What follows belongs to an exercise in optimizing a design on an open flow for small area and few clock cycles; a production flow would make more cautious choices.
The RTL was checked by simulation tests, not by an equivalence proof against the original design.
Power figures rest on the tool's default switching activity, not on a simulated workload.

==> flow/design.v <==
module frame_codec_tx (
    input  wire        clk,
    input  wire        rst,
    input  wire        in_valid,
    input  wire [7:0]  in_data,
    output reg         in_ready,
    output reg         tx_valid,
    output reg  [7:0]  tx_data,
    output reg         tx_last,
    input  wire        tx_ready,
    output wire        rsp_valid,
    output wire [31:0] rsp_data,
    input  wire        rsp_ready
);
    localparam [3:0] S_C0  = 4'd0;    
    localparam [3:0] S_C1  = 4'd1;    
    localparam [3:0] S_C2  = 4'd2;    
    localparam [3:0] S_C3  = 4'd3;    
    localparam [3:0] S_TY  = 4'd4;    
    localparam [3:0] S_FC  = 4'd5;    
    localparam [3:0] S_SQ  = 4'd6;    
    localparam [3:0] S_LN  = 4'd7;    
    localparam [3:0] S_E0  = 4'd8;    
    localparam [3:0] S_E1  = 4'd9;    
    localparam [3:0] S_PY  = 4'd10;   
    localparam [3:0] S_K0  = 4'd11;   
    localparam [3:0] S_K1  = 4'd12;   
    localparam [3:0] S_DS  = 4'd13;   
    function [15:0] crc16_byte;
        input [15:0] crc_in;
        input [7:0]  b;
        integer k;
        reg [15:0] c;
        begin
            c = crc_in ^ {b, 8'h00};
            for (k = 0; k < 8; k = k + 1)
                c = c[15] ? ((c << 1) ^ 16'h1021) : (c << 1);
            crc16_byte = c;
        end
    endfunction
    reg        enabled;
    reg [7:0]  send_seq;
    reg [7:0]  sec_mode;
    reg [7:0]  frag_size;
    reg [3:0]  state;
    reg [2:0]  opc;         
    reg [7:0]  arg;
    reg [15:0] rem;         
    reg [7:0]  cnt;         
    reg        frag;        
    reg [15:0] crc;
    reg        rsp_pend;
    localparam [2:0] RS_NE = 3'b010;
    localparam [2:0] RS_BP = 3'b011;
    localparam [2:0] RS_BO = 3'b100;
    reg [7:0] rd_val;
    always @(*) begin
        case (arg[2:0])
            3'd0:    rd_val = {7'h00, enabled};
            3'd1:    rd_val = send_seq;
            3'd3:    rd_val = sec_mode;
            3'd4:    rd_val = frag_size;
            default: rd_val = 8'h00;
        endcase
        if (opc != 3'd7 || arg[7:3] != 5'h00) rd_val = 8'h00;
    end
    assign rsp_valid = rsp_pend;
    assign rsp_data  = {8'h00, crc[7:0], 12'h000, cnt[2], cnt[1], cnt[1], cnt[0]};
    wire chk = (arg[1:0] == 2'd0) ? sec_mode[4] :
               (arg[1:0] == 2'd1 && arg[7:2] != 6'h00 && arg[7:2] != 6'h12) ? sec_mode[0] :
               1'b0;
    wire send_go  = (opc == 3'd5) && enabled;
    wire in_c3    = (state == S_C3);
    wire frag_now = ((in_c3 ? in_data : rem[15:8]) != 8'h00) || (rem[7:0] > frag_size);
    wire [7:0] fc = {3'b000, (state == S_LN) ? 1'b0 : frag_now, 1'b0, 1'b1, chk, 1'b0};
    always @(*) begin
        in_ready = 1'b0;
        tx_valid = 1'b0;
        tx_data  = 8'h00;
        tx_last  = 1'b0;
        case (state)
            S_C0: in_ready = 1'b1;
            S_C1: in_ready = !rsp_pend;
            S_C2: begin
                in_ready = !rsp_pend && (!send_go || tx_ready);
                tx_valid = !rsp_pend && send_go && in_valid;
                tx_data  = arg;
            end
            S_C3: begin
                in_ready = !rsp_pend && (!send_go || tx_ready);
                tx_valid = !rsp_pend && send_go && in_valid;
                tx_data  = fc;
            end
            S_TY: begin tx_valid = 1'b1; tx_data = arg; end
            S_FC: begin tx_valid = 1'b1; tx_data = fc; end
            S_SQ: begin tx_valid = 1'b1; tx_data = crc[7:0]; end
            S_LN: begin
                tx_valid = 1'b1;
                tx_data  = frag ? frag_size + 8'd2 : rem[7:0];
                tx_last  = !frag && (rem[7:0] == 8'h00) && !chk;
            end
            S_E0: begin tx_valid = 1'b1; tx_data = rem[7:0]; end
            S_E1: begin tx_valid = 1'b1; tx_data = rem[15:8]; end
            S_PY: begin
                in_ready = tx_ready;
                tx_valid = in_valid;
                tx_data  = in_data;
                tx_last  = (cnt == 8'd1) && !chk;
            end
            S_K0: begin tx_valid = 1'b1; tx_data = crc[7:0]; end
            S_K1: begin tx_valid = 1'b1; tx_data = crc[15:8]; tx_last = 1'b1; end
            S_DS: in_ready = 1'b1;
            default: ;
        endcase
    end
    wire in_fire = in_valid && in_ready;
    wire tx_fire = tx_valid && tx_ready;
    wire [15:0] crc_next = crc16_byte(crc, tx_data);
    wire [15:0] len = {in_data, rem[7:0]};
    always @(posedge clk) begin
        if (rst) begin
            enabled   <= 1'b0;
            send_seq  <= 8'h00;
            sec_mode  <= 8'h00;
            frag_size <= 8'd16;
            state     <= S_C0;
            rsp_pend  <= 1'b0;
            opc       <= 3'd0;
            arg       <= 8'h00;
            rem       <= 16'h0;
            cnt       <= 8'h00;
            frag      <= 1'b0;
            crc       <= 16'h0;
        end else begin
            if (rsp_pend && rsp_ready)
                rsp_pend <= 1'b0;
            case (state)
                S_C0: if (in_fire) begin
                    if (in_data[7:4] == 4'h0 && in_data[3] == 1'b0 && in_data[2:0] != 3'd0 &&
                        in_data[2:0] != 3'd6)
                        opc <= in_data[2:0];
                    else if (in_data[3:0] == 4'h5 || in_data[3:0] == 4'h6)
                        opc <= 3'd6;
                    else
                        opc <= 3'd0;
                    state <= S_C1;
                end
                S_C1: if (in_fire) begin
                    arg   <= in_data;
                    state <= S_C2;
                end
                S_C2: if (in_fire) begin
                    rem[7:0] <= in_data;
                    state    <= S_C3;
                end
                S_C3: if (in_fire) begin
                    rem[15:8] <= in_data;
                    cnt       <= 8'h00;
                    crc       <= {8'h00, rd_val};
                    state     <= S_C0;
                    rsp_pend  <= 1'b1;
                    case (opc)
                        3'd1: begin
                            enabled   <= 1'b1;
                            send_seq  <= 8'h00;
                            sec_mode  <= 8'h00;
                            frag_size <= 8'd16;
                        end
                        3'd2: begin
                            if (!enabled)
                                cnt[2:0] <= RS_NE;
                            enabled   <= 1'b0;
                            send_seq  <= 8'h00;
                            sec_mode  <= 8'h00;
                            frag_size <= 8'd16;
                        end
                        3'd3: begin
                            if (!enabled)
                                cnt[2:0] <= RS_NE;
                            else if (arg == 8'd0 || arg > 8'd250)
                                cnt[2:0] <= RS_BP;
                            else
                                frag_size <= arg;
                        end
                        3'd4: begin
                            if (!enabled)
                                cnt[2:0] <= RS_NE;
                            else
                                sec_mode <= arg;
                        end
                        3'd5: begin
                            if (!enabled) begin
                                cnt[2:0] <= RS_NE;
                                if (len != 16'h0) begin
                                    rsp_pend <= 1'b0;
                                    state    <= S_DS;
                                end
                            end else begin
                                frag     <= frag_now;
                                crc      <= {8'h00, send_seq};
                                rsp_pend <= 1'b0;
                                state    <= S_SQ;
                            end
                        end
                        3'd7: begin
                            if (arg[7:3] != 5'h00)
                                cnt[2:0] <= RS_BP;
                        end
                        default: begin
                            cnt[2:0] <= RS_BO;
                            if (opc == 3'd6 && len != 16'h0) begin
                                rsp_pend <= 1'b0;
                                state    <= S_DS;
                            end
                        end
                    endcase
                end
                S_TY: if (tx_fire) state <= S_FC;
                S_FC: if (tx_fire) begin
                    frag  <= frag_now;
                    crc   <= {8'h00, send_seq};
                    state <= S_SQ;
                end
                S_SQ: if (tx_fire) begin
                    crc   <= crc_next;
                    state <= S_LN;
                end
                S_LN: if (tx_fire) begin
                    crc <= crc_next;
                    cnt <= tx_data;
                    if (frag)
                        state <= S_E0;
                    else if (rem[7:0] != 8'h00)
                        state <= S_PY;
                    else if (chk)
                        state <= S_K0;
                    else begin
                        send_seq <= send_seq + 8'd1;
                        crc      <= 16'h0;
                        rsp_pend <= 1'b1;
                        state    <= S_C0;
                    end
                end
                S_E0: if (tx_fire) begin
                    crc   <= crc_next;
                    cnt   <= cnt - 8'd1;
                    state <= S_E1;
                end
                S_E1: if (tx_fire) begin
                    crc   <= crc_next;
                    cnt   <= cnt - 8'd1;
                    state <= S_PY;
                end
                S_PY: if (tx_fire) begin
                    crc <= crc_next;
                    cnt <= cnt - 8'd1;
                    rem <= rem - 16'd1;
                    if (cnt == 8'd1) begin
                        if (chk)
                            state <= S_K0;
                        else begin
                            send_seq <= send_seq + 8'd1;
                            crc      <= 16'h0;
                            if (frag)
                                state <= S_TY;
                            else begin
                                rsp_pend <= 1'b1;
                                state    <= S_C0;
                            end
                        end
                    end
                end
                S_K0: if (tx_fire) state <= S_K1;
                S_K1: if (tx_fire) begin
                    send_seq <= send_seq + 8'd1;
                    crc      <= 16'h0;
                    if (frag)
                        state <= S_TY;
                    else begin
                        rsp_pend <= 1'b1;
                        state    <= S_C0;
                    end
                end
                S_DS: if (in_fire) begin
                    rem <= rem - 16'd1;
                    if (rem == 16'd1) begin
                        rsp_pend <= 1'b1;
                        state    <= S_C0;
                    end
                end
                default: state <= S_C0;
            endcase
        end
    end
endmodule
export LEC_CHECK = 0
export CAP_MARGIN = 20
export CORE_MARGIN = 2
export CORE_UTILIZATION = 40
export CTS_BUF_LIST = sky130_fd_sc_hd__clkbuf_4 sky130_fd_sc_hd__clkbuf_8
export GPL_TIMING_DRIVEN = 0
export PLACE_DENSITY = 0.6
export SLEW_MARGIN = 20
create_clock -name core_clock -period 5.0 [get_ports {clk}]
standard.sh (not shown) runs the stock make flow with config.mk's settings and CLKGATE_MAP_FILE= SYNTH_SCRIPT=/design/flow/synth_recipe.tcl, a recipe that flattens the netlist after the stock synthesis.
==> flow/flow/run.sh <==
#!/bin/bash
# The standard layout (standard.sh) with these changes, all on ORFS's own
# make variables; floorplan, power grid, tap cells, placement, routing and
# fill are the standard steps:
#  - synthesis: every abc call of synth_recipe.tcl maps with
#    flow/abc_area.script, an area-oriented script without buffering, instead
#    of ORFS's speed script.  Flip-flops are mapped before abc, so the
#    registers are the standard synthesis's (same names, count and cells).
#  - the extra ORFS make variables in flow/make_args.txt (one per line):
#    ADDER_MAP_FILE= lets abc map the arithmetic instead of half-adder cells;
#    REMOVE_ABC_BUFFERS=1 removes yosys's pass-through buffers at floorplan;
#    SKIP_REPAIR_TIE_FANOUT=1 keeps one tie cell for the constant outputs;
#    BUFFER_PORTS_ARGS gives every input and output port a buf_1 buffer;
#    CTS_ARGS builds the clock tree from clkbuf_4/clkbuf_8 without dummy loads.
# Every tool's output goes to ORFS's logs under orfs/logs, and make's own
# output to flow_make.log.
set -euo pipefail
here=$(pwd)
{
  head -1 synth_recipe.tcl
  cat <<TCL
proc abc {args} {
  set new {}
  set skip 0
  foreach a \$args {
    if {\$skip} { set skip 0; continue }
    if {\$a eq "-script"} { set skip 1; continue }
    lappend new \$a
  }
  yosys abc -script $here/flow/abc_area.script {*}\$new
}
TCL
  tail -n +2 synth_recipe.tcl
} > area_synth.tcl
# standard.sh's make line, with our synthesis script and extra variables
python3 - "$here" <<'PY'
import re, shlex, sys
here = sys.argv[1]
extra = []
try:
    for line in open('flow/make_args.txt'):
        line = line.rstrip('\n')
        if line and not line.startswith('#'):
            extra.append(shlex.quote(line))
except FileNotFoundError:
    pass
s = open('standard.sh').read()
new = 'SYNTH_SCRIPT=' + here + '/area_synth.tcl ' + ' '.join(extra)
s = re.sub(r'SYNTH_SCRIPT=\S+', lambda m: new, s, count=1)
open('area_standard.sh', 'w').write(s)
PY
bash area_standard.sh > flow_make.log 2>&1
==> flow/flow/abc_area.script <==
strash
&get -n
&deepsyn -I 4 -J 50
&put
balance -l
resub -K 6 -l
rewrite -l
resub -K 6 -N 2 -l
refactor -l
resub -K 8 -l
balance -l
resub -K 8 -N 2 -l
rewrite -l
resub -K 10 -l
rewrite -z -l
resub -K 10 -N 2 -l
balance -l
resub -K 12 -l
refactor -z -l
resub -K 12 -N 2 -l
rewrite -z -l
balance -l
&get -n
&dch -f
&nf -R 1000
&put
topo
==> flow/flow/make_args.txt <==
ADDER_MAP_FILE=
REMOVE_ABC_BUFFERS=1
SKIP_REPAIR_TIE_FANOUT=1
BUFFER_PORTS_ARGS=-buffer_cell sky130_fd_sc_hd__buf_1
CTS_ARGS=-sink_clustering_enable -repair_clock_nets -buf_list {sky130_fd_sc_hd__clkbuf_4 sky130_fd_sc_hd__clkbuf_8} -dont_use_dummy_load
The baseline went through all stages and came out clean.
Testbench counts at the start, summed over its fixed seeds: cycles 61,323.
Then changed:
--- a/flow/flow/abc_area.script
+++ b/flow/flow/abc_area.script
@@ -1,5 +1,5 @@
 strash
 &get -n
-&deepsyn -I 4 -J 50
+&deepsyn -J 50
 &put
 balance -l
- CORE_UTILIZATION: 40 -> 65
- PLACE_DENSITY: 0.6 -> 0.8
Outcome: The new run finished with timing, DRC and antenna clean; non-clock buffer count went down by 1; via count went up by a few percent; area after synthesis stays the same; worst hold slack improves by 12 ps; final cell count went down by a few percent; setup slack improves by 3.3 ps; total power went down slightly.
Then changed:
==> flow/flow/run.sh (replaced) <==
#!/bin/bash
# The standard layout (standard.sh) with these changes:
#  - synthesis: every abc call of synth_recipe.tcl maps with flow/abc_area.script,
#    an area-oriented script without buffering, instead of ORFS's speed script.
#    Flip-flops are mapped before abc, so the registers are the standard
#    synthesis's.
#  - the extra ORFS make variables in flow/make_args.txt (one per line):
#    no adder pre-mapping (abc maps the arithmetic too),
#    removing yosys's pass-through buffers at floorplan, the port buffer cell,
#    and the clock tree options.
set -euo pipefail
here=$(pwd)
{
  head -1 synth_recipe.tcl
  cat <<TCL
proc abc {args} {
  set new {}
  set skip 0
  foreach a \$args {
    if {\$skip} { set skip 0; continue }
    if {\$a eq "-script"} { set skip 1; continue }
    lappend new \$a
  }
  yosys abc -script $here/flow/abc_area.script {*}\$new
}
TCL
  tail -n +2 synth_recipe.tcl
} > area_synth.tcl
# standard.sh's make line, with our synthesis script and extra variables
python3 - "$here" <<'PY'
import re, shlex, sys
here = sys.argv[1]
extra = []
try:
    for line in open('flow/make_args.txt'):
        line = line.rstrip('\n')
        if line and not line.startswith('#'):
            extra.append(shlex.quote(line))
except FileNotFoundError:
    pass
s = open('standard.sh').read()
new = 'SYNTH_SCRIPT=' + here + '/area_synth.tcl ' + ' '.join(extra)
s = re.sub(r'SYNTH_SCRIPT=\S+', lambda m: new, s, count=1)
open('area_standard.sh', 'w').write(s)
PY
bash area_standard.sh > flow_make.log 2>&1
- CORE_UTILIZATION: 65 -> 40
- PLACE_DENSITY: 0.8 -> 0.6
- routed wire length is higher by a few percent
- hold slack gets worse by 12 ps
- total power increases slightly
- area after synthesis stays the same
Then changed:
--- a/flow/flow/run.sh
+++ b/flow/flow/run.sh
@@ -1,12 +1,18 @@
 #!/bin/bash
-# The standard layout (standard.sh) with these changes:
-#  - synthesis: every abc call of synth_recipe.tcl maps with flow/abc_area.script,
-#    an area-oriented script without buffering, instead of ORFS's speed script.
-#    Flip-flops are mapped before abc, so the registers are the standard
-#    synthesis's.
+# The standard layout (standard.sh) with these changes, all on ORFS's own
+# make variables; floorplan, power grid, tap cells, placement, routing and
+# fill are the standard steps:
+#  - synthesis: every abc call of synth_recipe.tcl maps with
+#    flow/abc_area.script, an area-oriented script without buffering, instead
+#    of ORFS's speed script.  Flip-flops are mapped before abc, so the
+#    registers are the standard synthesis's (same names, count and cells).
 #  - the extra ORFS make variables in flow/make_args.txt (one per line):
-#    no adder pre-mapping (abc maps the arithmetic too),
-#    removing yosys's pass-through buffers at floorplan, the port buffer cell,
-#    and the clock tree options.
+#    ADDER_MAP_FILE= lets abc map the arithmetic instead of half-adder cells;
+#    REMOVE_ABC_BUFFERS=1 removes yosys's pass-through buffers at floorplan;
+#    SKIP_REPAIR_TIE_FANOUT=1 keeps one tie cell for the constant outputs;
+#    BUFFER_PORTS_ARGS gives every input and output port a buf_1 buffer;
+#    CTS_ARGS builds the clock tree from clkbuf_4/clkbuf_8 without dummy loads.
+# Every tool's output goes to ORFS's logs under orfs/logs, and make's own
+# output to flow_make.log.
 set -euo pipefail
 here=$(pwd)
=> The changed run ran to the end with no violations. Register-to-register slack hardly moves. Setup slack stays the same. Worst hold slack does not change. Total power does not change. Sequential cell count is unchanged. Core utilization stays the same. Maximum frequency is unchanged. Routed wire length does not change. First-iteration DRC count is unchanged. Final cell count is unchanged.

[port drivers added, routing unchanged]
The results above use ideal ports. As a check the final layouts listed here were re-extracted and re-timed, cells and wires unchanged. Step 1, drivers: a clkbuf_16 drives clk and a buf_2 each remaining input, both assumed. Step 2 adds t to the input delays and takes it off the output delays; t is the mean of the earliest and latest rising clock arrival at the registers after step 1. Input paths then give back, and output paths get back, about the clock's delay inside the block. Three values: no drivers, after step 1, after step 2; two values: the first two.
| run | t (ns) | setup slack, ns | worst hold slack (ns) | latest minus earliest clock arrival (ns) |
|---|---|---|---|---|
| the first run | 0.403 | 0.401 / 0.401 / 0.401 | 0.475 / 0.475 / 0.475 | 0.024 / 0.024 |
| the second run | 0.382 | 0.405 / 0.405 / 0.405 | 0.487 / 0.487 / 0.487 | 0.034 / 0.034 |
| the third run | 0.403 | 0.401 / 0.401 / 0.401 | 0.475 / 0.475 / 0.475 | 0.024 / 0.024 |
| the fourth run | 0.403 | 0.401 / 0.401 / 0.401 | 0.475 / 0.475 / 0.475 | 0.024 / 0.024 |
After both steps every run listed still meets setup and hold.
